From an optimization exercise on the open Yosys and OpenROAD flow, aimed at small area, a short achievable clock period and few clock cycles; shortcuts taken in it are not production practice. Only simulation tests tie the RTL to the original design; equivalence was not proved. Power figures rest on the tool's default switching activity, not on a simulated workload.

## gld
module gld (
  input  wire        clk,
  input  wire        rst,
  input  wire        cmd_valid,
  output wire        cmd_ready,
  input  wire [39:0] cmd_word,
  output wire        ch_we,
  output wire [1:0]  ch_idx,
  output reg  [15:0] ch_val,
  output wire        tx_query,
  output wire        rx_release,
  output wire        hs_done,
  output wire        hs_ok,
  output wire        rsp_valid,
  output reg  [31:0] rsp_data,
  output wire        dbg_byte_valid,
  output wire [7:0]  dbg_byte
);
==> flow/config.mk <==
export PLATFORM = sky130hd
export DESIGN_NAME = gld
export DESIGN_NICKNAME = gld
export VERILOG_FILES = /design/flow/design.v
export SDC_FILE = /design/flow/constraint.sdc
export NUM_CORES = 4
export LEC_CHECK = 0
export CAP_MARGIN = 20
export CORE_MARGIN = 2
export CORE_UTILIZATION = 65
export CTS_BUF_LIST = sky130_fd_sc_hd__clkbuf_8
export CTS_CLUSTER_DIAMETER = 80
export CTS_CLUSTER_SIZE = 14
export SETUP_SLACK_MARGIN = 4.2
export SLEW_MARGIN = 20
==> flow/constraint.sdc <==
create_clock -name core_clock -period 8.0 [get_ports {clk}]
set_input_delay 1.6000 -clock core_clock [delete_from_list [all_inputs] [get_ports {clk}]]
set_output_delay 1.6000 -clock core_clock [all_outputs]
set_load 0.01 [all_outputs]
standard.sh (not shown) runs the stock make flow with config.mk's settings and CLKGATE_MAP_FILE= SYNTH_SCRIPT=/design/flow/synth_recipe.tcl, a recipe that flattens the netlist after the stock synthesis.
==> flow/flow/run.sh <==
#!/bin/bash
# Standard layout (the standard.sh: standard synthesis, floorplan, place, CTS, route),
# with two changes to how the layout is made:
#  - sizing may swap a cell for one of another footprint (MATCH_CELL_FOOTPRINT=0), so the
#    resizer can upsize weak drivers instead of only adding buffers;
#  - ports are buffered with sky130_fd_sc_hd__buf_2 rather than the default delay-type buffer.
# All output of make (and of the tools it runs) goes to flow_make.log here; ORFS's own per-step
# logs are under orfs/logs/.
set -euo pipefail
bash standard.sh MATCH_CELL_FOOTPRINT=0 "BUFFER_PORTS_ARGS=-buffer_cell sky130_fd_sc_hd__buf_2" finish > flow_make.log 2>&1
Testbench counts at the start, summed over its fixed seeds: cycles 7,334.
Rerun with:
CTS_BUF_LIST = default   (was sky130_fd_sc_hd__clkbuf_8)
CTS_CLUSTER_DIAMETER = 120   (was 80)
CTS_CLUSTER_SIZE = 25   (was 14)
SETUP_SLACK_MARGIN = 4.0   (was 4.2)
=>
- synthesized area is unchanged
- total power drops by 0.80%
- die area stays the same
- clock-buffer cell count drops by 6
- wire length drops by about 1.6%
Rerun with:
ABC_AREA = 1   (was default)
What happened: The new run completed with no timing, DRC or antenna violations; via count grows by a quarter to a third; global-route usage grows by 4.6 points; cell area grows by a few percent; combinational power grows by well over a third; register-to-register slack barely changes; count of clock-buffer cells in the layout grows by 1; worst setup slack improved by 0.0067 ns; worst hold slack got worse by 0.017 ns; routed wire length grows by about a fifth; utilization shrinks by 1.2 points; cell count grows by a quarter to a third.

* * *

gld again, from the RTL that the note above started with.
==> flow/config.mk <==
export PLATFORM = sky130hd
export DESIGN_NAME = gld
export DESIGN_NICKNAME = gld
export VERILOG_FILES = /design/flow/design.v
export SDC_FILE = /design/flow/constraint.sdc
export NUM_CORES = 4
export LEC_CHECK = 0
export CAP_MARGIN = 20
export CORE_MARGIN = 2
export CORE_UTILIZATION = 65
export CTS_CLUSTER_DIAMETER = 120
export CTS_CLUSTER_SIZE = 25
export PLACE_DENSITY = 0.75
export SETUP_SLACK_MARGIN = 4.2
export SLEW_MARGIN = 20
==> flow/constraint.sdc <==
create_clock -name core_clock -period 8.0 [get_ports {clk}]
set_input_delay 1.6000 -clock core_clock [delete_from_list [all_inputs] [get_ports {clk}]]
set_output_delay 1.6000 -clock core_clock [all_outputs]
set_load 0.01 [all_outputs]
Scripts as last shown in full above: flow/flow/run.sh
The starting point went through all stages and came out clean.
Testbench counts at the start, summed over its fixed seeds: cycles 7,334.
Change:
- CTS_BUF_LIST: not set -> sky130_fd_sc_hd__clkbuf_8
- CTS_CLUSTER_DIAMETER: 120 -> 80
- CTS_CLUSTER_SIZE: 25 -> 14
- PLACE_DENSITY: 0.75 -> not set
- SETUP_SLACK_MARGIN: 4.2 -> 4.0
Result:
- maximum frequency is lower by 3.2%
- critical path depth stays the same
- die area is unchanged
- worst hold slack barely changes
- sequential share of layout area is higher by 1.0 points
- power is lower by about 1.7%
- clock power is lower by about 1%
- final area is lower by about 3%
- clock-buffer cell count is higher by 5
Change:
- CTS_BUF_LIST: sky130_fd_sc_hd__clkbuf_8 -> not set
- CTS_CLUSTER_DIAMETER: 80 -> 120
- CTS_CLUSTER_SIZE: 14 -> 25
- SETUP_SLACK_MARGIN: 4.0 -> 4.2
Result: Via count does not change; wire length rises by 1.3%; combinational power rises by 7.0%; setup slack improved by 0.20 ns; sequential share of layout area falls by 0.78 points.

static timing again, ports no longer ideal:
The flow's constraints put no driver on any port. The routed layouts listed below were extracted and timed again, unchanged, in two steps. Step 1: set_driving_cell puts a clkbuf_16 on clk and a buf_2 on each other input, an assumption about the parent block. Step 2 times the ports against the registers' clock, not the clock port: input delays grow and output delays shrink by t, the midpoint of the rising clock arrivals with the driver on. Slacks: ideal / step 1 / step 2; pairs: ideal / step 1.
run | t (ns) | setup slack, ns | hold slack, ns | worst setup path after step 2 | cell pins on the clock port's net
the first run of note 1 | 0.680 | 4.172 / 4.130 / 3.501 | 0.476 / 0.476 / 0.476 | input to register | 1
the second run of note 1 | 0.585 | 3.975 / 3.917 / 3.428 | 0.478 / 0.478 / 0.478 | input to register | 1
the third run of note 1 | 0.575 | 3.981 / 3.926 / 3.713 | 0.461 / 0.461 / 0.461 | input to register | 1
the first run of note 2 | 0.565 | 4.052 / 3.997 / 3.646 | 0.481 / 0.481 / 0.481 | input to register | 1
the second run of note 2 | 0.682 | 3.923 / 3.870 / 3.376 | 0.478 / 0.478 / 0.478 | input to register | 1
the third run of note 2 | 0.572 | 4.124 / 4.124 / 3.552 | 0.481 / 0.481 / 0.481 | input to register | 1
After both steps setup and hold are still met in every run listed. For the first run of note 1, which loses most, drivers alone change the setup slack by -0.042 ns; drivers and shift together by -0.671 ns.
